This is an optimization exercise on Yosys and OpenROAD, whose aim is small area and a short achievable clock period, not a production implementation.
Function was checked by simulation only, so behaviour that the tests miss may differ from the original.

==> flow/design.v <==
module tvg_fa (input wire a, input wire b, input wire c, output wire s, output wire co);
    assign s  = a ^ b ^ c;
    assign co = (a & b) | (c & (a ^ b));
endmodule
module tvg_ha (input wire a, input wire b, output wire s, output wire co);
    assign s  = a ^ b;
    assign co = a & b;
endmodule
module tvg_amul_ii (
    input  wire [7:0] nc,
    input  wire [7:0] nk,
    output wire [7:0] y
);
    wire n1 = nc[0] & ~nk[0];
    wire n2 = ~(nc[0] ? nk[1] : nk[0]);
    wire n3 = ~(nc[0] ? nk[2] : nk[1]);
    wire n4 = ~(nc[0] ? nk[3] : nk[2]);
    wire n5 = ~(nc[0] ? nk[4] : nk[3]);
    wire n6 = ~(nc[0] ? nk[5] : nk[4]);
    wire n7 = ~(nc[0] ? nk[6] : nk[5]);
    wire n8 = ~(nc[0] ? nk[7] : nk[6]);
    wire n9 = ~(nc[0] | nk[7]);
    wire n10 = ~(nc[1] | nk[0]);
    wire n11 = ~(nc[1] | nk[1]);
    wire n12 = ~(nc[1] | nk[2]);
    wire n13 = ~(nc[1] | nk[3]);
    wire n14 = ~(nc[1] | nk[4]);
    wire n15 = ~(nc[1] | nk[5]);
    wire n16 = ~(nc[1] | nk[6]);
    wire n17 = ~(nc[1] | nk[7]);
    wire n18 = ~(nc[2] | nk[0]);
    wire n19 = ~(nc[2] | nk[1]);
    wire n20 = ~(nc[2] | nk[2]);
    wire n21 = ~(nc[2] | nk[3]);
    wire n22 = ~(nc[2] | nk[4]);
    wire n23 = ~(nc[2] | nk[5]);
    wire n24 = ~(nc[2] | nk[6]);
    wire n25 = ~(nc[2] | nk[7]);
    wire n26 = ~(nc[3] | nk[0]);
    wire n27 = ~(nc[3] | nk[1]);
    wire n28 = ~(nc[3] | nk[2]);
    wire n29 = ~(nc[3] | nk[3]);
    wire n30 = ~(nc[3] | nk[4]);
    wire n31 = ~(nc[3] | nk[5]);
    wire n32 = ~(nc[3] | nk[6]);
    wire n33 = ~(nc[3] | nk[7]);
    wire n34 = ~(nc[4] | nk[0]);
    wire n35 = ~(nc[4] | nk[1]);
    wire n36 = ~(nc[4] | nk[2]);
    wire n37 = ~(nc[4] | nk[3]);
    wire n38 = ~(nc[4] | nk[4]);
    wire n39 = ~(nc[4] | nk[5]);
    wire n40 = ~(nc[4] | nk[6]);
    wire n41 = ~(nc[4] | nk[7]);
    wire n42 = ~(nc[5] | nk[0]);
    wire n43 = ~(nc[5] | nk[1]);
    wire n44 = ~(nc[5] | nk[2]);
    wire n45 = ~(nc[5] | nk[3]);
    wire n46 = ~(nc[5] | nk[4]);
    wire n47 = ~(nc[5] | nk[5]);
    wire n48 = ~(nc[5] | nk[6]);
    wire n49 = ~(nc[5] | nk[7]);
    wire n50 = ~(nc[6] | nk[0]);
    wire n51 = ~(nc[6] | nk[1]);
    wire n52 = ~(nc[6] | nk[2]);
    wire n53 = ~(nc[6] | nk[3]);
    wire n54 = ~(nc[6] | nk[4]);
    wire n55 = ~(nc[6] | nk[5]);
    wire n56 = ~(nc[6] | nk[6]);
    wire n57 = ~(nc[6] | nk[7]);
    wire n58 = ~(nc[7] | nk[0]);
    wire n59 = ~(nc[7] | nk[1]);
    wire n60 = ~(nc[7] | nk[2]);
    wire n61 = ~(nc[7] | nk[3]);
    wire n62 = ~(nc[7] | nk[4]);
    wire n63 = ~(nc[7] | nk[5]);
    wire n64 = ~(nc[7] | nk[6]);
    wire n65 = ~(nc[7] | nk[7]);
    wire n66, n67;
    tvg_ha u_n66 (.a(n7), .b(n15), .s(n66), .co(n67));
    wire n68, n69;
    tvg_fa u_n68 (.a(n8), .b(n16), .c(n23), .s(n68), .co(n69));
    wire n70, n71;
    tvg_ha u_n70 (.a(n30), .b(n37), .s(n70), .co(n71));
    wire n72, n73;
    tvg_fa u_n72 (.a(n9), .b(n17), .c(n24), .s(n72), .co(n73));
    wire n74, n75;
    tvg_fa u_n74 (.a(n31), .b(n38), .c(n45), .s(n74), .co(n75));
    wire n76, n77;
    tvg_fa u_n76 (.a(n25), .b(n32), .c(n39), .s(n76), .co(n77));
    wire n78, n79;
    tvg_ha u_n78 (.a(n5), .b(n13), .s(n78), .co(n79));
    wire n80, n81;
    tvg_fa u_n80 (.a(n6), .b(n14), .c(n21), .s(n80), .co(n81));
    wire n82, n83;
    tvg_ha u_n82 (.a(n28), .b(n35), .s(n82), .co(n83));
    wire n84, n85;
    tvg_fa u_n84 (.a(n22), .b(n29), .c(n36), .s(n84), .co(n85));
    wire n86, n87;
    tvg_fa u_n86 (.a(n43), .b(n50), .c(n66), .s(n86), .co(n87));
    wire n88, n89;
    tvg_fa u_n88 (.a(n44), .b(n51), .c(n58), .s(n88), .co(n89));
    wire n90, n91;
    tvg_fa u_n90 (.a(n67), .b(n68), .c(n70), .s(n90), .co(n91));
    wire n92, n93;
    tvg_fa u_n92 (.a(n52), .b(n59), .c(n69), .s(n92), .co(n93));
    wire n94, n95;
    tvg_fa u_n94 (.a(n71), .b(n72), .c(n74), .s(n94), .co(n95));
    wire n96, n97;
    tvg_fa u_n96 (.a(n46), .b(n53), .c(n60), .s(n96), .co(n97));
    wire n98, n99;
    tvg_fa u_n98 (.a(n73), .b(n75), .c(n76), .s(n98), .co(n99));
    wire n100, n101;
    tvg_fa u_n100 (.a(n33), .b(n40), .c(n47), .s(n100), .co(n101));
    wire n102, n103;
    tvg_fa u_n102 (.a(n54), .b(n61), .c(n77), .s(n102), .co(n103));
    wire n104, n105;
    tvg_fa u_n104 (.a(n41), .b(n48), .c(n55), .s(n104), .co(n105));
    wire n106, n107;
    tvg_ha u_n106 (.a(n4), .b(n12), .s(n106), .co(n107));
    wire n108, n109;
    tvg_fa u_n108 (.a(n20), .b(n27), .c(n34), .s(n108), .co(n109));
    wire n110, n111;
    tvg_fa u_n110 (.a(n42), .b(n79), .c(n80), .s(n110), .co(n111));
    wire n112, n113;
    tvg_fa u_n112 (.a(n81), .b(n83), .c(n84), .s(n112), .co(n113));
    wire n114, n115;
    tvg_fa u_n114 (.a(n85), .b(n87), .c(n88), .s(n114), .co(n115));
    wire n116, n117;
    tvg_fa u_n116 (.a(n89), .b(n91), .c(n92), .s(n116), .co(n117));
    wire n118, n119;
    tvg_fa u_n118 (.a(n93), .b(n95), .c(n96), .s(n118), .co(n119));
    wire n120, n121;
    tvg_fa u_n120 (.a(n97), .b(n99), .c(n100), .s(n120), .co(n121));
    wire n122, n123;
    tvg_fa u_n122 (.a(n62), .b(n101), .c(n103), .s(n122), .co(n123));
    wire n124, n125;
    tvg_fa u_n124 (.a(n49), .b(n56), .c(n63), .s(n124), .co(n125));
    wire n126, n127;
    tvg_ha u_n126 (.a(n3), .b(n11), .s(n126), .co(n127));
    wire n128, n129;
    tvg_fa u_n128 (.a(n19), .b(n26), .c(n106), .s(n128), .co(n129));
    wire n130, n131;
    tvg_fa u_n130 (.a(n78), .b(n107), .c(n108), .s(n130), .co(n131));
    wire n132, n133;
    tvg_fa u_n132 (.a(n82), .b(n109), .c(n110), .s(n132), .co(n133));
    wire n134, n135;
    tvg_fa u_n134 (.a(n86), .b(n111), .c(n112), .s(n134), .co(n135));
    wire n136, n137;
    tvg_fa u_n136 (.a(n90), .b(n113), .c(n114), .s(n136), .co(n137));
    wire n138, n139;
    tvg_fa u_n138 (.a(n94), .b(n115), .c(n116), .s(n138), .co(n139));
    wire n140, n141;
    tvg_fa u_n140 (.a(n98), .b(n117), .c(n118), .s(n140), .co(n141));
    wire n142, n143;
    tvg_fa u_n142 (.a(n102), .b(n119), .c(n120), .s(n142), .co(n143));
    wire n144, n145;
    tvg_fa u_n144 (.a(n104), .b(n121), .c(n122), .s(n144), .co(n145));
    wire n146, n147;
    tvg_fa u_n146 (.a(n105), .b(n123), .c(n124), .s(n146), .co(n147));
    wire n148, n149;
    tvg_fa u_n148 (.a(n57), .b(n64), .c(n125), .s(n148), .co(n149));
    wire [15:0] ra = {1'b0, n65, n147, n145, n143, n141, n139, n137, n135, n133, n131, n129, n127, n18, n2, n1};
    wire [15:0] rb = {1'b0, n149, n148, n146, n144, n142, n140, n138, n136, n134, n132, n130, n128, n126, n10, 1'b0};
    wire [8:0] lc;
    assign lc[0] = 1'b0;
    assign lc[1] = (ra[0] & rb[0]) | (lc[0] & (ra[0] | rb[0]));
    assign lc[2] = (ra[1] & rb[1]) | (lc[1] & (ra[1] | rb[1]));
    assign lc[3] = (ra[2] & rb[2]) | (lc[2] & (ra[2] | rb[2]));
    assign lc[4] = (ra[3] & rb[3]) | (lc[3] & (ra[3] | rb[3]));
    assign lc[5] = (ra[4] & rb[4]) | (lc[4] & (ra[4] | rb[4]));
    assign lc[6] = (ra[5] & rb[5]) | (lc[5] & (ra[5] | rb[5]));
    assign lc[7] = (ra[6] & rb[6]) | (lc[6] & (ra[6] | rb[6]));
    assign lc[8] = (ra[7] & rb[7]) | (lc[7] & (ra[7] | rb[7]));
    assign y = ra[15:8] + rb[15:8] + lc[8];
endmodule
module tvg_amul_iir (
    input  wire [7:0] nc,
    input  wire [7:0] nk,
    output wire [7:0] y
);
    wire n1 = nc[0] & ~nk[0];
    wire n2 = ~(nc[0] ? nk[1] : nk[0]);
    wire n3 = ~(nc[0] ? nk[2] : nk[1]);
    wire n4 = ~(nc[0] ? nk[3] : nk[2]);
    wire n5 = ~(nc[0] ? nk[4] : nk[3]);
    wire n6 = ~(nc[0] ? nk[5] : nk[4]);
    wire n7 = ~(nc[0] ? nk[6] : nk[5]);
    wire n8 = ~(nc[0] ? nk[7] : nk[6]);
    wire n9 = ~(nc[0] | nk[7]);
    wire n10 = ~(nc[1] | nk[0]);
    wire n11 = ~(nc[1] | nk[1]);
    wire n12 = ~(nc[1] | nk[2]);
    wire n13 = ~(nc[1] | nk[3]);
    wire n14 = ~(nc[1] | nk[4]);
    wire n15 = ~(nc[1] | nk[5]);
    wire n16 = ~(nc[1] | nk[6]);
    wire n17 = ~(nc[1] | nk[7]);
    wire n18 = ~(nc[2] | nk[0]);
    wire n19 = ~(nc[2] | nk[1]);
    wire n20 = ~(nc[2] | nk[2]);
    wire n21 = ~(nc[2] | nk[3]);
    wire n22 = ~(nc[2] | nk[4]);
    wire n23 = ~(nc[2] | nk[5]);
    wire n24 = ~(nc[2] | nk[6]);
    wire n25 = ~(nc[2] | nk[7]);
    wire n26 = ~(nc[3] | nk[0]);
    wire n27 = ~(nc[3] | nk[1]);
    wire n28 = ~(nc[3] | nk[2]);
    wire n29 = ~(nc[3] | nk[3]);
    wire n30 = ~(nc[3] | nk[4]);
    wire n31 = ~(nc[3] | nk[5]);
    wire n32 = ~(nc[3] | nk[6]);
    wire n33 = ~(nc[3] | nk[7]);
    wire n34 = ~(nc[4] | nk[0]);
    wire n35 = ~(nc[4] | nk[1]);
    wire n36 = ~(nc[4] | nk[2]);
    wire n37 = ~(nc[4] | nk[3]);
    wire n38 = ~(nc[4] | nk[4]);
    wire n39 = ~(nc[4] | nk[5]);
    wire n40 = ~(nc[4] | nk[6]);
    wire n41 = ~(nc[4] | nk[7]);
    wire n42 = ~(nc[5] | nk[0]);
    wire n43 = ~(nc[5] | nk[1]);
    wire n44 = ~(nc[5] | nk[2]);
    wire n45 = ~(nc[5] | nk[3]);
    wire n46 = ~(nc[5] | nk[4]);
    wire n47 = ~(nc[5] | nk[5]);
    wire n48 = ~(nc[5] | nk[6]);
    wire n49 = ~(nc[5] | nk[7]);
    wire n50 = ~(nc[6] | nk[0]);
    wire n51 = ~(nc[6] | nk[1]);
    wire n52 = ~(nc[6] | nk[2]);
    wire n53 = ~(nc[6] | nk[3]);
    wire n54 = ~(nc[6] | nk[4]);
    wire n55 = ~(nc[6] | nk[5]);
    wire n56 = ~(nc[6] | nk[6]);
    wire n57 = ~(nc[6] | nk[7]);
    wire n58 = ~(nc[7] | nk[0]);
    wire n59 = ~(nc[7] | nk[1]);
    wire n60 = ~(nc[7] | nk[2]);
    wire n61 = ~(nc[7] | nk[3]);
    wire n62 = ~(nc[7] | nk[4]);
    wire n63 = ~(nc[7] | nk[5]);
    wire n64 = ~(nc[7] | nk[6]);
    wire n65 = ~(nc[7] | nk[7]);
    wire n66, n67;
    tvg_ha u_n66 (.a(n7), .b(n15), .s(n66), .co(n67));
    wire n68, n69;
    tvg_fa u_n68 (.a(n8), .b(n16), .c(n23), .s(n68), .co(n69));
    wire n70, n71;
    tvg_ha u_n70 (.a(n30), .b(n37), .s(n70), .co(n71));
    wire n72, n73;
    tvg_fa u_n72 (.a(n9), .b(n17), .c(n24), .s(n72), .co(n73));
    wire n74, n75;
    tvg_fa u_n74 (.a(n31), .b(n38), .c(n45), .s(n74), .co(n75));
    wire n76, n77;
    tvg_fa u_n76 (.a(n25), .b(n32), .c(n39), .s(n76), .co(n77));
    wire n78, n79;
    tvg_ha u_n78 (.a(n5), .b(n13), .s(n78), .co(n79));
    wire n80, n81;
    tvg_fa u_n80 (.a(n6), .b(n14), .c(n21), .s(n80), .co(n81));
    wire n82, n83;
    tvg_ha u_n82 (.a(n28), .b(n35), .s(n82), .co(n83));
    wire n84, n85;
    tvg_fa u_n84 (.a(n22), .b(n29), .c(n36), .s(n84), .co(n85));
    wire n86, n87;
    tvg_fa u_n86 (.a(n43), .b(n50), .c(n66), .s(n86), .co(n87));
    wire n88, n89;
    tvg_fa u_n88 (.a(n44), .b(n51), .c(n58), .s(n88), .co(n89));
    wire n90, n91;
    tvg_fa u_n90 (.a(n67), .b(n68), .c(n70), .s(n90), .co(n91));
    wire n92, n93;
    tvg_fa u_n92 (.a(n52), .b(n59), .c(n69), .s(n92), .co(n93));
    wire n94, n95;
    tvg_fa u_n94 (.a(n71), .b(n72), .c(n74), .s(n94), .co(n95));
    wire n96, n97;
    tvg_fa u_n96 (.a(n46), .b(n53), .c(n60), .s(n96), .co(n97));
    wire n98, n99;
    tvg_fa u_n98 (.a(n73), .b(n75), .c(n76), .s(n98), .co(n99));
    wire n100, n101;
    tvg_fa u_n100 (.a(n33), .b(n40), .c(n47), .s(n100), .co(n101));
    wire n102, n103;
    tvg_fa u_n102 (.a(n54), .b(n61), .c(n77), .s(n102), .co(n103));
    wire n104, n105;
    tvg_fa u_n104 (.a(n41), .b(n48), .c(n55), .s(n104), .co(n105));
    wire n106, n107;
    tvg_ha u_n106 (.a(n4), .b(n12), .s(n106), .co(n107));
    wire n108, n109;
    tvg_fa u_n108 (.a(n20), .b(n27), .c(n34), .s(n108), .co(n109));
    wire n110, n111;
    tvg_fa u_n110 (.a(n42), .b(n79), .c(n80), .s(n110), .co(n111));
    wire n112, n113;
    tvg_fa u_n112 (.a(n81), .b(n83), .c(n84), .s(n112), .co(n113));
    wire n114, n115;
    tvg_fa u_n114 (.a(n85), .b(n87), .c(n88), .s(n114), .co(n115));
    wire n116, n117;
    tvg_fa u_n116 (.a(n89), .b(n91), .c(n92), .s(n116), .co(n117));
    wire n118, n119;
    tvg_fa u_n118 (.a(n93), .b(n95), .c(n96), .s(n118), .co(n119));
    wire n120, n121;
    tvg_fa u_n120 (.a(n97), .b(n99), .c(n100), .s(n120), .co(n121));
    wire n122, n123;
    tvg_fa u_n122 (.a(n62), .b(n101), .c(n103), .s(n122), .co(n123));
    wire n124, n125;
    tvg_fa u_n124 (.a(n49), .b(n56), .c(n63), .s(n124), .co(n125));
    wire n126, n127;
    tvg_ha u_n126 (.a(n3), .b(n11), .s(n126), .co(n127));
    wire n128, n129;
    tvg_fa u_n128 (.a(n19), .b(n26), .c(n106), .s(n128), .co(n129));
    wire n130, n131;
    tvg_fa u_n130 (.a(n78), .b(n107), .c(n108), .s(n130), .co(n131));
    wire n132, n133;
    tvg_fa u_n132 (.a(n82), .b(n109), .c(n110), .s(n132), .co(n133));
    wire n134, n135;
    tvg_fa u_n134 (.a(n86), .b(n111), .c(n112), .s(n134), .co(n135));
    wire n136, n137;
    tvg_fa u_n136 (.a(n90), .b(n113), .c(n114), .s(n136), .co(n137));
    wire n138, n139;
    tvg_fa u_n138 (.a(n94), .b(n115), .c(n116), .s(n138), .co(n139));
    wire n140, n141;
    tvg_fa u_n140 (.a(n98), .b(n117), .c(n118), .s(n140), .co(n141));
    wire n142, n143;
    tvg_fa u_n142 (.a(n102), .b(n119), .c(n120), .s(n142), .co(n143));
    wire n144, n145;
    tvg_fa u_n144 (.a(n104), .b(n121), .c(n122), .s(n144), .co(n145));
    wire n146, n147;
    tvg_fa u_n146 (.a(n105), .b(n123), .c(n124), .s(n146), .co(n147));
    wire n148, n149;
    tvg_fa u_n148 (.a(n57), .b(n64), .c(n125), .s(n148), .co(n149));
    wire [15:0] ra = {1'b0, n65, n147, n145, n143, n141, n139, n137, n135, n133, n131, n129, n127, n18, n2, n1};
    wire [15:0] rb = {1'b0, n149, n148, n146, n144, n142, n140, n138, n136, n134, n132, n130, n128, n126, n10, 1'b0};
    wire [8:0] lc;
    assign lc[0] = 1'b0;
    assign lc[1] = (ra[0] & rb[0]) | (lc[0] & (ra[0] | rb[0]));
    assign lc[2] = (ra[1] & rb[1]) | (lc[1] & (ra[1] | rb[1]));
    assign lc[3] = (ra[2] & rb[2]) | (lc[2] & (ra[2] | rb[2]));
    assign lc[4] = (ra[3] & rb[3]) | (lc[3] & (ra[3] | rb[3]));
    assign lc[5] = (ra[4] & rb[4]) | (lc[4] & (ra[4] | rb[4]));
    assign lc[6] = (ra[5] & rb[5]) | (lc[5] & (ra[5] | rb[5]));
    assign lc[7] = (ra[6] & rb[6]) | (lc[6] & (ra[6] | rb[6]));
    assign lc[8] = (ra[7] & rb[7]) | (lc[7] & (ra[7] | rb[7]));
    wire [8:0] hc;
    wire [7:0] hs;
    assign hc[0] = lc[8];
    tvg_fa u_h0 (.a(ra[8]), .b(rb[8]), .c(hc[0]), .s(hs[0]), .co(hc[1]));
    tvg_fa u_h1 (.a(ra[9]), .b(rb[9]), .c(hc[1]), .s(hs[1]), .co(hc[2]));
    tvg_fa u_h2 (.a(ra[10]), .b(rb[10]), .c(hc[2]), .s(hs[2]), .co(hc[3]));
    tvg_fa u_h3 (.a(ra[11]), .b(rb[11]), .c(hc[3]), .s(hs[3]), .co(hc[4]));
    tvg_fa u_h4 (.a(ra[12]), .b(rb[12]), .c(hc[4]), .s(hs[4]), .co(hc[5]));
    tvg_fa u_h5 (.a(ra[13]), .b(rb[13]), .c(hc[5]), .s(hs[5]), .co(hc[6]));
    tvg_fa u_h6 (.a(ra[14]), .b(rb[14]), .c(hc[6]), .s(hs[6]), .co(hc[7]));
    tvg_fa u_h7 (.a(ra[15]), .b(rb[15]), .c(hc[7]), .s(hs[7]), .co(hc[8]));
    assign y = hs;
endmodule
module tvg_amul_iin (
    input  wire [7:0] nc,
    input  wire [7:0] nk,
    output wire [7:0] ny
);
    wire n1 = nc[0] & ~nk[0];
    wire n2 = ~(nc[0] ? nk[1] : nk[0]);
    wire n3 = ~(nc[0] ? nk[2] : nk[1]);
    wire n4 = ~(nc[0] ? nk[3] : nk[2]);
    wire n5 = ~(nc[0] ? nk[4] : nk[3]);
    wire n6 = ~(nc[0] ? nk[5] : nk[4]);
    wire n7 = ~(nc[0] ? nk[6] : nk[5]);
    wire n8 = ~(nc[0] ? nk[7] : nk[6]);
    wire n9 = ~(nc[0] | nk[7]);
    wire n10 = ~(nc[1] | nk[0]);
    wire n11 = ~(nc[1] | nk[1]);
    wire n12 = ~(nc[1] | nk[2]);
    wire n13 = ~(nc[1] | nk[3]);
    wire n14 = ~(nc[1] | nk[4]);
    wire n15 = ~(nc[1] | nk[5]);
    wire n16 = ~(nc[1] | nk[6]);
    wire n17 = ~(nc[1] | nk[7]);
    wire n18 = ~(nc[2] | nk[0]);
    wire n19 = ~(nc[2] | nk[1]);
    wire n20 = ~(nc[2] | nk[2]);
    wire n21 = ~(nc[2] | nk[3]);
    wire n22 = ~(nc[2] | nk[4]);
    wire n23 = ~(nc[2] | nk[5]);
    wire n24 = ~(nc[2] | nk[6]);
    wire n25 = ~(nc[2] | nk[7]);
    wire n26 = ~(nc[3] | nk[0]);
    wire n27 = ~(nc[3] | nk[1]);
    wire n28 = ~(nc[3] | nk[2]);
    wire n29 = ~(nc[3] | nk[3]);
    wire n30 = ~(nc[3] | nk[4]);
    wire n31 = ~(nc[3] | nk[5]);
    wire n32 = ~(nc[3] | nk[6]);
    wire n33 = ~(nc[3] | nk[7]);
    wire n34 = ~(nc[4] | nk[0]);
    wire n35 = ~(nc[4] | nk[1]);
    wire n36 = ~(nc[4] | nk[2]);
    wire n37 = ~(nc[4] | nk[3]);
    wire n38 = ~(nc[4] | nk[4]);
    wire n39 = ~(nc[4] | nk[5]);
    wire n40 = ~(nc[4] | nk[6]);
    wire n41 = ~(nc[4] | nk[7]);
    wire n42 = ~(nc[5] | nk[0]);
    wire n43 = ~(nc[5] | nk[1]);
    wire n44 = ~(nc[5] | nk[2]);
    wire n45 = ~(nc[5] | nk[3]);
    wire n46 = ~(nc[5] | nk[4]);
    wire n47 = ~(nc[5] | nk[5]);
    wire n48 = ~(nc[5] | nk[6]);
    wire n49 = ~(nc[5] | nk[7]);
    wire n50 = ~(nc[6] | nk[0]);
    wire n51 = ~(nc[6] | nk[1]);
    wire n52 = ~(nc[6] | nk[2]);
    wire n53 = ~(nc[6] | nk[3]);
    wire n54 = ~(nc[6] | nk[4]);
    wire n55 = ~(nc[6] | nk[5]);
    wire n56 = ~(nc[6] | nk[6]);
    wire n57 = ~(nc[6] | nk[7]);
    wire n58 = ~(nc[7] | nk[0]);
    wire n59 = ~(nc[7] | nk[1]);
    wire n60 = ~(nc[7] | nk[2]);
    wire n61 = ~(nc[7] | nk[3]);
    wire n62 = ~(nc[7] | nk[4]);
    wire n63 = ~(nc[7] | nk[5]);
    wire n64 = ~(nc[7] | nk[6]);
    wire n65 = ~(nc[7] | nk[7]);
    wire n66, n67;
    tvg_ha u_n66 (.a(n7), .b(n15), .s(n66), .co(n67));
    wire n68, n69;
    tvg_fa u_n68 (.a(n8), .b(n16), .c(n23), .s(n68), .co(n69));
    wire n70, n71;
    tvg_ha u_n70 (.a(n30), .b(n37), .s(n70), .co(n71));
    wire n72, n73;
    tvg_fa u_n72 (.a(n9), .b(n17), .c(n24), .s(n72), .co(n73));
    wire n74, n75;
    tvg_fa u_n74 (.a(n31), .b(n38), .c(n45), .s(n74), .co(n75));
    wire n76, n77;
    tvg_fa u_n76 (.a(n25), .b(n32), .c(n39), .s(n76), .co(n77));
    wire n78, n79;
    tvg_ha u_n78 (.a(n5), .b(n13), .s(n78), .co(n79));
    wire n80, n81;
    tvg_fa u_n80 (.a(n6), .b(n14), .c(n21), .s(n80), .co(n81));
    wire n82, n83;
    tvg_ha u_n82 (.a(n28), .b(n35), .s(n82), .co(n83));
    wire n84, n85;
    tvg_fa u_n84 (.a(n22), .b(n29), .c(n36), .s(n84), .co(n85));
    wire n86, n87;
    tvg_fa u_n86 (.a(n43), .b(n50), .c(n66), .s(n86), .co(n87));
    wire n88, n89;
    tvg_fa u_n88 (.a(n44), .b(n51), .c(n58), .s(n88), .co(n89));
    wire n90, n91;
    tvg_fa u_n90 (.a(n67), .b(n68), .c(n70), .s(n90), .co(n91));
    wire n92, n93;
    tvg_fa u_n92 (.a(n52), .b(n59), .c(n69), .s(n92), .co(n93));
    wire n94, n95;
    tvg_fa u_n94 (.a(n71), .b(n72), .c(n74), .s(n94), .co(n95));
    wire n96, n97;
    tvg_fa u_n96 (.a(n46), .b(n53), .c(n60), .s(n96), .co(n97));
    wire n98, n99;
    tvg_fa u_n98 (.a(n73), .b(n75), .c(n76), .s(n98), .co(n99));
    wire n100, n101;
    tvg_fa u_n100 (.a(n33), .b(n40), .c(n47), .s(n100), .co(n101));
    wire n102, n103;
    tvg_fa u_n102 (.a(n54), .b(n61), .c(n77), .s(n102), .co(n103));
    wire n104, n105;
    tvg_fa u_n104 (.a(n41), .b(n48), .c(n55), .s(n104), .co(n105));
    wire n106, n107;
    tvg_ha u_n106 (.a(n4), .b(n12), .s(n106), .co(n107));
    wire n108, n109;
    tvg_fa u_n108 (.a(n20), .b(n27), .c(n34), .s(n108), .co(n109));
    wire n110, n111;
    tvg_fa u_n110 (.a(n42), .b(n79), .c(n80), .s(n110), .co(n111));
    wire n112, n113;
    tvg_fa u_n112 (.a(n81), .b(n83), .c(n84), .s(n112), .co(n113));
    wire n114, n115;
    tvg_fa u_n114 (.a(n85), .b(n87), .c(n88), .s(n114), .co(n115));
    wire n116, n117;
    tvg_fa u_n116 (.a(n89), .b(n91), .c(n92), .s(n116), .co(n117));
    wire n118, n119;
    tvg_fa u_n118 (.a(n93), .b(n95), .c(n96), .s(n118), .co(n119));
    wire n120, n121;
    tvg_fa u_n120 (.a(n97), .b(n99), .c(n100), .s(n120), .co(n121));
    wire n122, n123;
    tvg_fa u_n122 (.a(n62), .b(n101), .c(n103), .s(n122), .co(n123));
    wire n124, n125;
    tvg_fa u_n124 (.a(n49), .b(n56), .c(n63), .s(n124), .co(n125));
    wire n126, n127;
    tvg_ha u_n126 (.a(n3), .b(n11), .s(n126), .co(n127));
    wire n128, n129;
    tvg_fa u_n128 (.a(n19), .b(n26), .c(n106), .s(n128), .co(n129));
    wire n130, n131;
    tvg_fa u_n130 (.a(n78), .b(n107), .c(n108), .s(n130), .co(n131));
    wire n132, n133;
    tvg_fa u_n132 (.a(n82), .b(n109), .c(n110), .s(n132), .co(n133));
    wire n134, n135;
    tvg_fa u_n134 (.a(n86), .b(n111), .c(n112), .s(n134), .co(n135));
    wire n136, n137;
    tvg_fa u_n136 (.a(n90), .b(n113), .c(n114), .s(n136), .co(n137));
    wire n138, n139;
    tvg_fa u_n138 (.a(n94), .b(n115), .c(n116), .s(n138), .co(n139));
    wire n140, n141;
    tvg_fa u_n140 (.a(n98), .b(n117), .c(n118), .s(n140), .co(n141));
    wire n142, n143;
    tvg_fa u_n142 (.a(n102), .b(n119), .c(n120), .s(n142), .co(n143));
    wire n144, n145;
    tvg_fa u_n144 (.a(n104), .b(n121), .c(n122), .s(n144), .co(n145));
    wire n146, n147;
    tvg_fa u_n146 (.a(n105), .b(n123), .c(n124), .s(n146), .co(n147));
    wire n148, n149;
    tvg_fa u_n148 (.a(n57), .b(n64), .c(n125), .s(n148), .co(n149));
    wire [15:0] ra = {1'b0, n65, n147, n145, n143, n141, n139, n137, n135, n133, n131, n129, n127, n18, n2, n1};
    wire [15:0] rb = {1'b0, n149, n148, n146, n144, n142, n140, n138, n136, n134, n132, n130, n128, n126, n10, 1'b0};
    wire [8:0] lc;
    assign lc[0] = 1'b0;
    assign lc[1] = (ra[0] & rb[0]) | (lc[0] & (ra[0] | rb[0]));
    assign lc[2] = (ra[1] & rb[1]) | (lc[1] & (ra[1] | rb[1]));
    assign lc[3] = (ra[2] & rb[2]) | (lc[2] & (ra[2] | rb[2]));
    assign lc[4] = (ra[3] & rb[3]) | (lc[3] & (ra[3] | rb[3]));
    assign lc[5] = (ra[4] & rb[4]) | (lc[4] & (ra[4] | rb[4]));
    assign lc[6] = (ra[5] & rb[5]) | (lc[5] & (ra[5] | rb[5]));
    assign lc[7] = (ra[6] & rb[6]) | (lc[6] & (ra[6] | rb[6]));
    assign lc[8] = (ra[7] & rb[7]) | (lc[7] & (ra[7] | rb[7]));
    assign ny = ~(ra[15:8] + rb[15:8] + lc[8]);
endmodule
module tvg_am8 (
    input  wire [7:0] a,
    input  wire [7:0] b,
    output wire [7:0] y
);
    wire n1 = a[0] & b[0];
    wire n2 = a[0] & b[1];
    wire n3 = a[0] & b[2];
    wire n4 = a[0] & b[3];
    wire n5 = a[0] & b[4];
    wire n6 = a[0] & b[5];
    wire n7 = a[0] & b[6];
    wire n8 = a[0] & b[7];
    wire n9 = a[1] & b[0];
    wire n10 = a[1] & b[1];
    wire n11 = a[1] & b[2];
    wire n12 = a[1] & b[3];
    wire n13 = a[1] & b[4];
    wire n14 = a[1] & b[5];
    wire n15 = a[1] & b[6];
    wire n16 = a[1] & b[7];
    wire n17 = a[2] & b[0];
    wire n18 = a[2] & b[1];
    wire n19 = a[2] & b[2];
    wire n20 = a[2] & b[3];
    wire n21 = a[2] & b[4];
    wire n22 = a[2] & b[5];
    wire n23 = a[2] & b[6];
    wire n24 = a[2] & b[7];
    wire n25 = a[3] & b[0];
    wire n26 = a[3] & b[1];
    wire n27 = a[3] & b[2];
    wire n28 = a[3] & b[3];
    wire n29 = a[3] & b[4];
    wire n30 = a[3] & b[5];
    wire n31 = a[3] & b[6];
    wire n32 = a[3] & b[7];
    wire n33 = a[4] & b[0];
    wire n34 = a[4] & b[1];
    wire n35 = a[4] & b[2];
    wire n36 = a[4] & b[3];
    wire n37 = a[4] & b[4];
    wire n38 = a[4] & b[5];
    wire n39 = a[4] & b[6];
    wire n40 = a[4] & b[7];
    wire n41 = a[5] & b[0];
    wire n42 = a[5] & b[1];
    wire n43 = a[5] & b[2];
    wire n44 = a[5] & b[3];
    wire n45 = a[5] & b[4];
    wire n46 = a[5] & b[5];
    wire n47 = a[5] & b[6];
    wire n48 = a[5] & b[7];
    wire n49 = a[6] & b[0];
    wire n50 = a[6] & b[1];
    wire n51 = a[6] & b[2];
    wire n52 = a[6] & b[3];
    wire n53 = a[6] & b[4];
    wire n54 = a[6] & b[5];
    wire n55 = a[6] & b[6];
    wire n56 = a[6] & b[7];
    wire n57 = a[7] & b[0];
    wire n58 = a[7] & b[1];
    wire n59 = a[7] & b[2];
    wire n60 = a[7] & b[3];
    wire n61 = a[7] & b[4];
    wire n62 = a[7] & b[5];
    wire n63 = a[7] & b[6];
    wire n64 = a[7] & b[7];
    wire n65, n66;
    tvg_ha u_n65 (.a(n7), .b(n14), .s(n65), .co(n66));
    wire n67, n68;
    tvg_fa u_n67 (.a(n8), .b(n15), .c(n22), .s(n67), .co(n68));
    wire n69, n70;
    tvg_fa u_n69 (.a(n29), .b(n36), .c(n43), .s(n69), .co(n70));
    wire n71, n72;
    tvg_fa u_n71 (.a(n16), .b(n23), .c(n30), .s(n71), .co(n72));
    wire n73, n74;
    tvg_ha u_n73 (.a(n37), .b(n44), .s(n73), .co(n74));
    wire n75, n76;
    tvg_fa u_n75 (.a(n24), .b(n31), .c(n38), .s(n75), .co(n76));
    wire n77, n78;
    tvg_ha u_n77 (.a(n5), .b(n12), .s(n77), .co(n78));
    wire n79, n80;
    tvg_fa u_n79 (.a(n6), .b(n13), .c(n20), .s(n79), .co(n80));
    wire n81, n82;
    tvg_ha u_n81 (.a(n27), .b(n34), .s(n81), .co(n82));
    wire n83, n84;
    tvg_fa u_n83 (.a(n21), .b(n28), .c(n35), .s(n83), .co(n84));
    wire n85, n86;
    tvg_fa u_n85 (.a(n42), .b(n49), .c(n65), .s(n85), .co(n86));
    wire n87, n88;
    tvg_fa u_n87 (.a(n50), .b(n57), .c(1'b1), .s(n87), .co(n88));
    wire n89, n90;
    tvg_fa u_n89 (.a(n66), .b(n67), .c(n69), .s(n89), .co(n90));
    wire n91, n92;
    tvg_fa u_n91 (.a(n51), .b(n58), .c(n68), .s(n91), .co(n92));
    wire n93, n94;
    tvg_fa u_n93 (.a(n70), .b(n71), .c(n73), .s(n93), .co(n94));
    wire n95, n96;
    tvg_fa u_n95 (.a(n45), .b(n52), .c(n59), .s(n95), .co(n96));
    wire n97, n98;
    tvg_fa u_n97 (.a(n72), .b(n74), .c(n75), .s(n97), .co(n98));
    wire n99, n100;
    tvg_fa u_n99 (.a(n32), .b(n39), .c(n46), .s(n99), .co(n100));
    wire n101, n102;
    tvg_fa u_n101 (.a(n53), .b(n60), .c(n76), .s(n101), .co(n102));
    wire n103, n104;
    tvg_fa u_n103 (.a(n40), .b(n47), .c(n54), .s(n103), .co(n104));
    wire n105, n106;
    tvg_ha u_n105 (.a(n4), .b(n11), .s(n105), .co(n106));
    wire n107, n108;
    tvg_fa u_n107 (.a(n19), .b(n26), .c(n33), .s(n107), .co(n108));
    wire n109, n110;
    tvg_fa u_n109 (.a(n41), .b(n78), .c(n79), .s(n109), .co(n110));
    wire n111, n112;
    tvg_fa u_n111 (.a(n80), .b(n82), .c(n83), .s(n111), .co(n112));
    wire n113, n114;
    tvg_fa u_n113 (.a(n84), .b(n86), .c(n87), .s(n113), .co(n114));
    wire n115, n116;
    tvg_fa u_n115 (.a(n88), .b(n90), .c(n91), .s(n115), .co(n116));
    wire n117, n118;
    tvg_fa u_n117 (.a(n92), .b(n94), .c(n95), .s(n117), .co(n118));
    wire n119, n120;
    tvg_fa u_n119 (.a(n96), .b(n98), .c(n99), .s(n119), .co(n120));
    wire n121, n122;
    tvg_fa u_n121 (.a(n61), .b(n100), .c(n102), .s(n121), .co(n122));
    wire n123, n124;
    tvg_fa u_n123 (.a(n48), .b(n55), .c(n62), .s(n123), .co(n124));
    wire n125, n126;
    tvg_ha u_n125 (.a(n3), .b(n10), .s(n125), .co(n126));
    wire n127, n128;
    tvg_fa u_n127 (.a(n18), .b(n25), .c(n105), .s(n127), .co(n128));
    wire n129, n130;
    tvg_fa u_n129 (.a(n77), .b(n106), .c(n107), .s(n129), .co(n130));
    wire n131, n132;
    tvg_fa u_n131 (.a(n81), .b(n108), .c(n109), .s(n131), .co(n132));
    wire n133, n134;
    tvg_fa u_n133 (.a(n85), .b(n110), .c(n111), .s(n133), .co(n134));
    wire n135, n136;
    tvg_fa u_n135 (.a(n89), .b(n112), .c(n113), .s(n135), .co(n136));
    wire n137, n138;
    tvg_fa u_n137 (.a(n93), .b(n114), .c(n115), .s(n137), .co(n138));
    wire n139, n140;
    tvg_fa u_n139 (.a(n97), .b(n116), .c(n117), .s(n139), .co(n140));
    wire n141, n142;
    tvg_fa u_n141 (.a(n101), .b(n118), .c(n119), .s(n141), .co(n142));
    wire n143, n144;
    tvg_fa u_n143 (.a(n103), .b(n120), .c(n121), .s(n143), .co(n144));
    wire n145, n146;
    tvg_fa u_n145 (.a(n104), .b(n122), .c(n123), .s(n145), .co(n146));
    wire n147, n148;
    tvg_fa u_n147 (.a(n56), .b(n63), .c(n124), .s(n147), .co(n148));
    wire [15:0] ra = {1'b0, n64, n146, n144, n142, n140, n138, n136, n134, n132, n130, n128, n126, n17, n2, n1};
    wire [15:0] rb = {1'b0, n148, n147, n145, n143, n141, n139, n137, n135, n133, n131, n129, n127, n125, n9, 1'b0};
    wire [8:0]  lo = ra[7:0] + rb[7:0];
    wire [7:0]  h0 = ra[15:8] + rb[15:8] + lo[8];
    wire [7:0]  h1 = ra[15:8] + rb[15:8] + lo[8] + 8'd1;
    wire [8:0]  u  = lo[7:0] + h0;
    assign y = u[8] ? h1 : h0;
endmodule
module tvg_amul32_ii (
    input  wire [31:0] np,
    input  wire [7:0]  nk,
    output wire [31:0] y
);
    tvg_amul_ii u3 (.nc(np[31:24]), .nk(nk), .y(y[31:24]));
    tvg_amul_ii u2 (.nc(np[23:16]), .nk(nk), .y(y[23:16]));
    tvg_amul_ii u1 (.nc(np[15:8]),  .nk(nk), .y(y[15:8]));
    tvg_amul_ii u0 (.nc(np[7:0]),   .nk(nk), .y(y[7:0]));
endmodule
module tvg_amul32_iir (
    input  wire [31:0] np,
    input  wire [7:0]  nk,
    output wire [31:0] y
);
    tvg_amul_iir u3 (.nc(np[31:24]), .nk(nk), .y(y[31:24]));
    tvg_amul_iir u2 (.nc(np[23:16]), .nk(nk), .y(y[23:16]));
    tvg_amul_iir u1 (.nc(np[15:8]),  .nk(nk), .y(y[15:8]));
    tvg_amul_iir u0 (.nc(np[7:0]),   .nk(nk), .y(y[7:0]));
endmodule
module tvg_amul32_iin (
    input  wire [31:0] np,
    input  wire [7:0]  nk,
    output wire [31:0] ny
);
    tvg_amul_iin u3 (.nc(np[31:24]), .nk(nk), .ny(ny[31:24]));
    tvg_amul_iin u2 (.nc(np[23:16]), .nk(nk), .ny(ny[23:16]));
    tvg_amul_iin u1 (.nc(np[15:8]),  .nk(nk), .ny(ny[15:8]));
    tvg_amul_iin u0 (.nc(np[7:0]),   .nk(nk), .ny(ny[7:0]));
endmodule
module tvg_blend4 (
    input  wire         clk,
    input  wire         rst,           
    input  wire         in_valid,
    input  wire [1:0]   in_op,         
    input  wire         in_cs,         
    input  wire [1:0]   in_mm,         
    input  wire [31:0]  in_color,      
    input  wire [7:0]   in_opacity,    
    input  wire [7:0]   in_cov,        
    input  wire [127:0] in_dst,        
    input  wire [127:0] in_src,        
    input  wire [127:0] in_mask,       
    output reg          out_valid,
    output wire [127:0] out_pix,       
    output reg          out_dst_rd,    
    output reg          out_mask_rd    
);
    reg         v0;
    reg [1:0]   op0;
    reg         cs0;
    reg [1:0]   mm0;
    reg [7:0]   ca0;
    reg [7:0]   opa0;
    reg [7:0]   cov0;
    always @(posedge clk) begin
        if (rst)
            v0 <= 1'b0;
        else
            v0 <= in_valid;
        op0  <= in_op;
        cs0  <= in_cs;
        mm0  <= in_mm;
        ca0  <= in_color[31:24];
        opa0 <= in_opacity;
        cov0 <= in_cov;
    end
    wire is_clear = (op0 == 2'd0);
    wire is_image = op0[1];
    wire maskon   = mm0[1];
    wire [7:0] u_hi, u_g, u_lo;
    tvg_am8_r u_am_hi (
        .clk (clk),
        .a   (in_op[1] ? in_opacity : in_cs ? in_color[7:0] : in_color[23:16]),
        .b   (in_op[1] ? in_cov     : in_color[31:24]),
        .y   (u_hi)
    );
    tvg_am8_r u_am_g  (.clk(clk), .a(in_color[15:8]), .b(in_color[31:24]), .y(u_g));
    tvg_am8_r u_am_lo (
        .clk (clk),
        .a   (in_cs ? in_color[23:16] : in_color[7:0]),
        .b   (in_color[31:24]),
        .y   (u_lo)
    );
    wire [7:0] k_other = is_clear ? 8'h00 : is_image ? opa0 : cov0;
    reg [31:0] nc1;
    reg [7:0]  nk_other1;
    reg        rle1;
    always @(posedge clk) begin
        nc1      <= ~{ca0, u_hi, u_g, u_lo};
        nk_other1 <= ~k_other;
        rle1     <= (op0 == 2'd3);
    end
    wire [7:0] nk_s2 = rle1 ? nc1[23:16] : nk_other1;
    wire direct = !is_image && !is_clear && (ca0 == 8'hFF) && (mm0 == 2'd0) && (cov0 == 8'hFF);
    genvar g;
    generate
        for (g = 0; g < 4; g = g + 1) begin : g_lane
            tvg_lane u_lane (
                .clk      (clk),
                .in_img   (in_op[1]),
                .in_src   (in_src[32*g +: 32]),
                .in_dst   (in_dst[32*g +: 32]),
                .in_ma    (in_mask[32*g+24 +: 8]),
                .nk       (nk_s2),
                .nc       (nc1),
                .clear    (is_clear),
                .maskon   (maskon),
                .inv_mask (mm0[0]),
                .pix      (out_pix[32*g +: 32])
            );
        end
    endgenerate
    reg v1, drd1, mrd1;
    reg v2, drd2, mrd2;
    reg v3, drd3, mrd3;
    always @(posedge clk) begin
        if (rst) begin
            v1        <= 1'b0;
            v2        <= 1'b0;
            v3        <= 1'b0;
            out_valid <= 1'b0;
        end else begin
            v1        <= v0;
            v2        <= v1;
            v3        <= v2;
            out_valid <= v3;
        end
        drd1        <= !is_clear && !direct;
        mrd1        <= !is_clear && maskon;
        drd2        <= drd1;
        mrd2        <= mrd1;
        drd3        <= drd2;
        mrd3        <= mrd2;
        out_dst_rd  <= drd3;
        out_mask_rd <= mrd3;
    end
endmodule
module tvg_am8_r (
    input  wire       clk,
    input  wire [7:0] a,
    input  wire [7:0] b,
    output wire [7:0] y
);
    reg [7:0] a0;
    reg [7:0] b0;
    always @(posedge clk) begin
        a0 <= a;
        b0 <= b;
    end
    tvg_am8 u_am (.a(a0), .b(b0), .y(y));
endmodule
module tvg_lane (
    input  wire        clk,
    input  wire        in_img,      
    input  wire [31:0] in_src,
    input  wire [31:0] in_dst,
    input  wire [7:0]  in_ma,       
    input  wire [7:0]  nk,          
    input  wire [31:0] nc,          
    input  wire        clear,       
    input  wire        maskon,      
    input  wire        inv_mask,    
    output reg  [31:0] pix          
);
    reg        img0;
    reg [31:0] src0;
    reg [31:0] dst0;
    reg [7:0]  ma0;
    always @(posedge clk) begin
        img0 <= in_img;
        src0 <= in_src;
        dst0 <= in_dst;
        ma0  <= in_ma;
    end
    reg        clr1;
    reg        img1;
    reg [31:0] nsrc1;
    reg [7:0]  nm1;
    reg [31:0] nd1;
    always @(posedge clk) begin
        clr1  <= clear;
        img1  <= img0;
        nsrc1 <= ~src0;
        nm1   <= !maskon ? 8'h00 : inv_mask ? ma0 : ~ma0;
        nd1   <= ~dst0;
    end
    wire [31:0] nx = img1 ? nsrc1 : nc;
    wire [31:0] ns_s2;
    tvg_amul32_iin u_s (.np(nx), .nk(nk), .ny(ns_s2));
    reg        clr2;
    reg [31:0] ns2;
    reg [7:0]  nm2;
    reg [31:0] nd2;
    always @(posedge clk) begin
        clr2 <= clr1;
        ns2  <= ns_s2;
        nm2  <= nm1;
        nd2  <= nd1;
    end
    wire [31:0] s_s3;
    tvg_amul32_iir u_m (.np(ns2), .nk(nm2), .y(s_s3));
    reg        clr3;
    reg [23:0] sc3;      
    reg [7:0]  nf3;
    reg [31:0] nd3;
    always @(posedge clk) begin
        clr3 <= clr2;
        sc3  <= s_s3[23:0];
        nf3  <= s_s3[31:24] | {8{clr2}};
        nd3  <= nd2;
    end
    wire [7:0]  sa = clr3 ? 8'h00 : nf3;
    wire [31:0] dm;
    tvg_amul32_ii u_d (.np(nd3), .nk(nf3), .y(dm));
    always @(posedge clk)
        pix <= {sa, sc3} + dm;
endmodule
==> flow/flow/run.sh <==
#!/bin/bash
# Layout of the version: the standard flow (standard.sh: ORFS synthesis
# and layout, unchanged), with the port buffers that global placement
# inserts on every input and output made sky130_fd_sc_hd__buf_2 instead of
# the flow's default choice (clkdlybuf4s50_1, a slow delay cell).
set -euo pipefail
export BUFFER_PORTS_ARGS="-buffer_cell sky130_fd_sc_hd__buf_2"
bash standard.sh > standard.log 2>&1
==> flow/standard.sh <==
#!/bin/bash
# synth_recipe.tcl (not shown) runs the flow's synth.tcl, then flattens the netlist and writes it again
# the make line also repeats each setting of config.mk as NAME=value (left out here)
make -C /OpenROAD-flow-scripts/flow DESIGN_CONFIG=/design/flow/config.mk WORK_HOME=/design/flow/orfs CLKGATE_MAP_FILE= SYNTH_SCRIPT=/design/flow/synth_recipe.tcl "${@:-finish}"
==> flow/config.mk <==
export PLATFORM = sky130hd
export DESIGN_NAME = tvg_blend4
export DESIGN_NICKNAME = tvg_blend4
export VERILOG_FILES = /design/flow/design.v
export SDC_FILE = /design/flow/constraint.sdc
export NUM_CORES = 4
export LEC_CHECK = 0
export CAP_MARGIN = 50
export CORE_MARGIN = 2
export CORE_UTILIZATION = 70
export CTS_CLUSTER_DIAMETER = 60
export CTS_CLUSTER_SIZE = 20
export PLACE_DENSITY = 0.78
export SLEW_MARGIN = 75
export SYNTH_HIERARCHICAL = 1
==> flow/constraint.sdc <==
create_clock -name core_clock -period 30.0 [get_ports {clk}]
set_input_delay 6.0000 -clock core_clock [delete_from_list [all_inputs] [get_ports {clk}]]
set_output_delay 6.0000 -clock core_clock [all_outputs]
set_load 0.01 [all_outputs]
==> notes.md <==
## worst paths after layout
| kind | depth (start not counted) | slack [ns] | start | end |
|---|---|---|---|---|
| hold / removal | 0 | 0.32 | g_lane[3].u_lane.nd2[28] | g_lane[3].u_lane.nd3[28] |
| hold reg to reg | 0 | 0.32 | g_lane[3].u_lane.nd2[28] | g_lane[3].u_lane.nd3[28] |
| setup / recovery | 1 | 22.65 | g_lane[3].u_lane.pix[13] | out_pix[109] |
| setup reg to reg | 22 | 23.21 | g_lane[2].u_lane.nf3[5] | g_lane[2].u_lane.pix[17] |
## kinds of logic after synthesis
family	Yosys count
and+or+nand+nor	3950
adders and majority gates	2771
AOI/OAI and AO/OA	1470
DFF	1398
buffers and inverters	1263
muxes	452
xor gates and xnor gates	256
other	19
## Yosys cell counts (31+ instances only)
master	count	area [sq um]
o31a_1	51	446.7
nand2_1	222	833.3
a21oi_2	40	350.3
o2111ai_1	32	280.3
xnor2_1	184	1612
ha_1	682	8533
dfxtp_1	1398	27990
o211ai_1	59	442.9
buf_2	87	435.4
buf_6	70	788.3
o31ai_1	72	540.5
clkbuf_1	597	2241
inv_1	476	1787
and3_1	35	219.0
nand3_1	120	600.6
mux2_2	146	1644
a211o_1	55	481.7
a211oi_2	35	437.9
o21ai_0	235	1176
and2_1	251	1570
a22oi_1	55	412.9
a21o_1	70	525.5
mux2i_1	300	3003
a21oi_1	332	1662
a211oi_1	42	315.3
fa_1	2041	40860
nor2b_1	137	857.1
maj3_1	32	320.3
or2_2	64	400.4
nor3_1	58	290.3
o21a_1	101	758.2
nand2b_1	51	319.1
nor2_1	2933	11010
o21bai_1	31	232.7
xor2_1	72	630.6
## per-module statistics from Yosys, one instance, submodules excluded, a selection
module | flops+latches | area, sq um | copies in the design
tvg_amul_ii | 0 | 728.2 | 16
tvg_blend4 | 82 | 2446 | 1
tvg_ha | 0 | 12.51 | 306
tvg_lane | 317 | 8892 | 4
tvg_fa | 0 | 20.02 | 1964
tvg_amul_iir | 0 | 474.2 | 16
tvg_am8 | 0 | 1277 | 3
tvg_am8_r | 16 | 320.3 | 3
tvg_amul_iin | 0 | 782.0 | 16
## cell type report
cell class                 count  area (sq um)  share of cell area [%]
multi-input combinational   8934         84820                   67.53
sequential                  1398         28200                   22.45
timing repair buffer         581          3837                   3.055
clock buffer                 130          3080                   2.452
tap                         2204          2758                   2.195
inverter                     476          1787                   1.422
clock inverter                79          1106                  0.8806
antenna                        7         17.52                 0.01395
## worst register-to-register path, cell delays in order, from the launching register on
cell and delay, ns:
dfxtp_4 0.50, buf_4 0.32, mux2i_1 0.13, ha_1 0.34, fa_1 0.39, fa_1 0.53
fa_1 0.47, a211o_1 0.28, o211ai_1 0.09, a21oi_2 0.06, fa_1 0.43, fa_1 0.42
a21oi_1 0.23, o211ai_1 0.13, a21oi_1 0.19, xnor2_1 0.15, ha_1 0.32, a21o_1 0.20
or4b_1 0.53, a31o_2 0.30, a221o_1 0.35, a21oi_2 0.15, xnor2_1 0.17
## registers in the layout, indices dropped and copies added (netlist names), 128 cells and up
name and cells:
g_lane.u_lane.dst0 128, g_lane.u_lane.nd1 128, g_lane.u_lane.nd2 128, g_lane.u_lane.nd3 128
g_lane.u_lane.ns2 128, g_lane.u_lane.nsrc1 128, g_lane.u_lane.pix 128, g_lane.u_lane.src0 128
## layer usage
metal,vias to the layer above,part of all wire [%],global-route usage (%)
li1,37290,-,-
met1,41790,39,40.91
met2,3257,48,54.66
met3,724,6.6,5.126
met4,10,5.9,17.09
met5,-,0.029,0
## cell usage in the layout, fill, tap and decap left out, types with 35 or more instances in the layout
master and count:
and2_1 252, nor2_1 2930, nand2_1 222, xor2_1 71, o211ai_1 59, dfxtp_1 1260
nor2b_1 136, fa_1 2041, buf_2 472, mux2_2 136, buf_6 50, a21o_1 70
or2_2 64, xnor2_1 176, a21oi_1 319, a21oi_2 53, o21ai_0 221, ha_1 681
nand3_1 120, mux2i_1 300, o31ai_1 65, conb_1 35, o31a_1 51, a211oi_2 37
a211oi_1 40, dfxtp_2 120, and3_1 35, clkbuf_16 120, a22oi_1 55, nand2b_1 51
a211o_1 55, o21a_1 101, inv_1 476, nor3_1 58
==> results.yml <==
placed_design:
  hpwl_um: 210600
  io_buffers: 474
  placed_area_sq_mm: 0.1210
  gp_congestion: 0.9250
  pre_cts_ws_ns: 23.07
  place_inst: 13590
synth:
  synth_xor_area_share_pct: 1.905
  synth-main-ff-cell: "dfxtp_1"
  synth_top_family_by_area: "adder cells"
  synth_compound_area_share_pct: 9.032
  synth.avg_cell_area_sq_um: 10.17
  yosys.area_share.simple_pct: 14.18
  synthAdderAreaFrac_pct: 42.39
  synth_edf_count: 0
  netlist_instances: 11580
  muxShareOfSynthArea_pct: 4.024
  yosysSeqAreaShare_pct: 23.78
  synth-seq-cells: 1398
  yosysWarnings: 9
  syn_area_sq_mm: 0.1177
  yosysUniqueCellTypes: 77
  async_flop_share_pct: 0
floorplan:
  die_x_um: 414.1
  row_count: 150
  dieArea_sq_mm: 0.1714
  fp.dieH_um: 414.1
  start_util_pct: 70.47
  coreArea_sq_mm: 0.1670
  ios: 571
clock_network:
  cts_setup_buffers: 0
  htree_levels: 3
  root_buffer: "clkbuf_16"
  post_cts_resized: 0
  hold_buffers: 0
  worstSkewPairLatency_ns: 0.82
  path_clk_slew_ns: 0.07
  clock_sinks: 1398
  cts_buffers: 119
  cts_tree: "yes"
  cts_max_path_buffers: 3
global_routing:
  grt_pass1_wl_um: 451600
  antenna_found_initial: 10
  grt_use_total_pct: 32.56
  first_global_vias: 89250
  grt_overflow: 0
  grt_max_degree: 57
final_layout:
  fill_cells: 11410
  stdcell_area_sq_mm: 0.1256
  layout.cells.non_filler: 13810
  layout.nets: 14670
  fin_util_pct: 75.20
  area_growth_pct: 6.713
  drive_above_1_share_pct: 12.27
route:
  num_vias: 83080
  drt-wirelength-per-cell_um: 19.93
  viasPerCell: 6.016
  final_antenna_net_count: 0
  postRouteWirelength_um: 275300
  drc: 0
  drtIter0Drc: 6244
  first_pass_iters: 6
timing:
  final.min_clock_period_ns: 7.355
  fin_hold_ws_ns: 0.3178
  timing.final.ws_setup_ns: 22.65
  finalHoldViolations: 0
  setup_viol: 0
  setup-tns-final_ns: 0
  min_period_over_period_pct: 24.52
  fin_skew_ns: 0.03748
  rsz0062_at_grt: "no"
  fmax_mhz: 136.0
  slew_violations: 0
setup_path:
  cp-start-kind: "flip-flop"
  path_max_fanout: 1
  slowest_delay_ns: 0.38
  cp.arrival_ns: 1.35
  cp_cell_sequence: "buf_2"
  critPathKind: "flip-flop to output port"
  end_kind: "output port"
  crit_slowest_cell: "dfxtp_1"
  critical_path_required_ns: 24.00
  critPathTopFamily: "flip-flops"
  path_buf_inv: 1
min_path:
  hp-class: "flip-flop to flip-flop"
job:
  drv_cap: 0
status:
  status: "finished clean"

[afterwards: timing with drivers on the ports]
No port has a modelled driver above. Below, the same layout with a new extraction and two added sets of constraints. Step 1 sets driving cells, clkbuf_16 on the clock port and buf_2 on the other inputs (assumed; they add their load-dependent delay and slew). Step 2, shift: input delay + t, output delay - t, t = (earliest + latest rising clock arrival at the registers) / 2. This alone moves slack from input paths to output paths. Three values: no drivers, after step 1, after step 2; two values: the first two.
shift t [ns]: 0.884
setup WS [ns]: 22.645 / 22.564 / 23.140
worst hold slack (ns): 0.318 / 0.318 / 0.318
cell pins on the clock port's net: 1
After both steps this run still meets setup and hold. For this run, drivers alone change the setup slack by -0.081 ns; drivers and shift together by +0.495 ns.
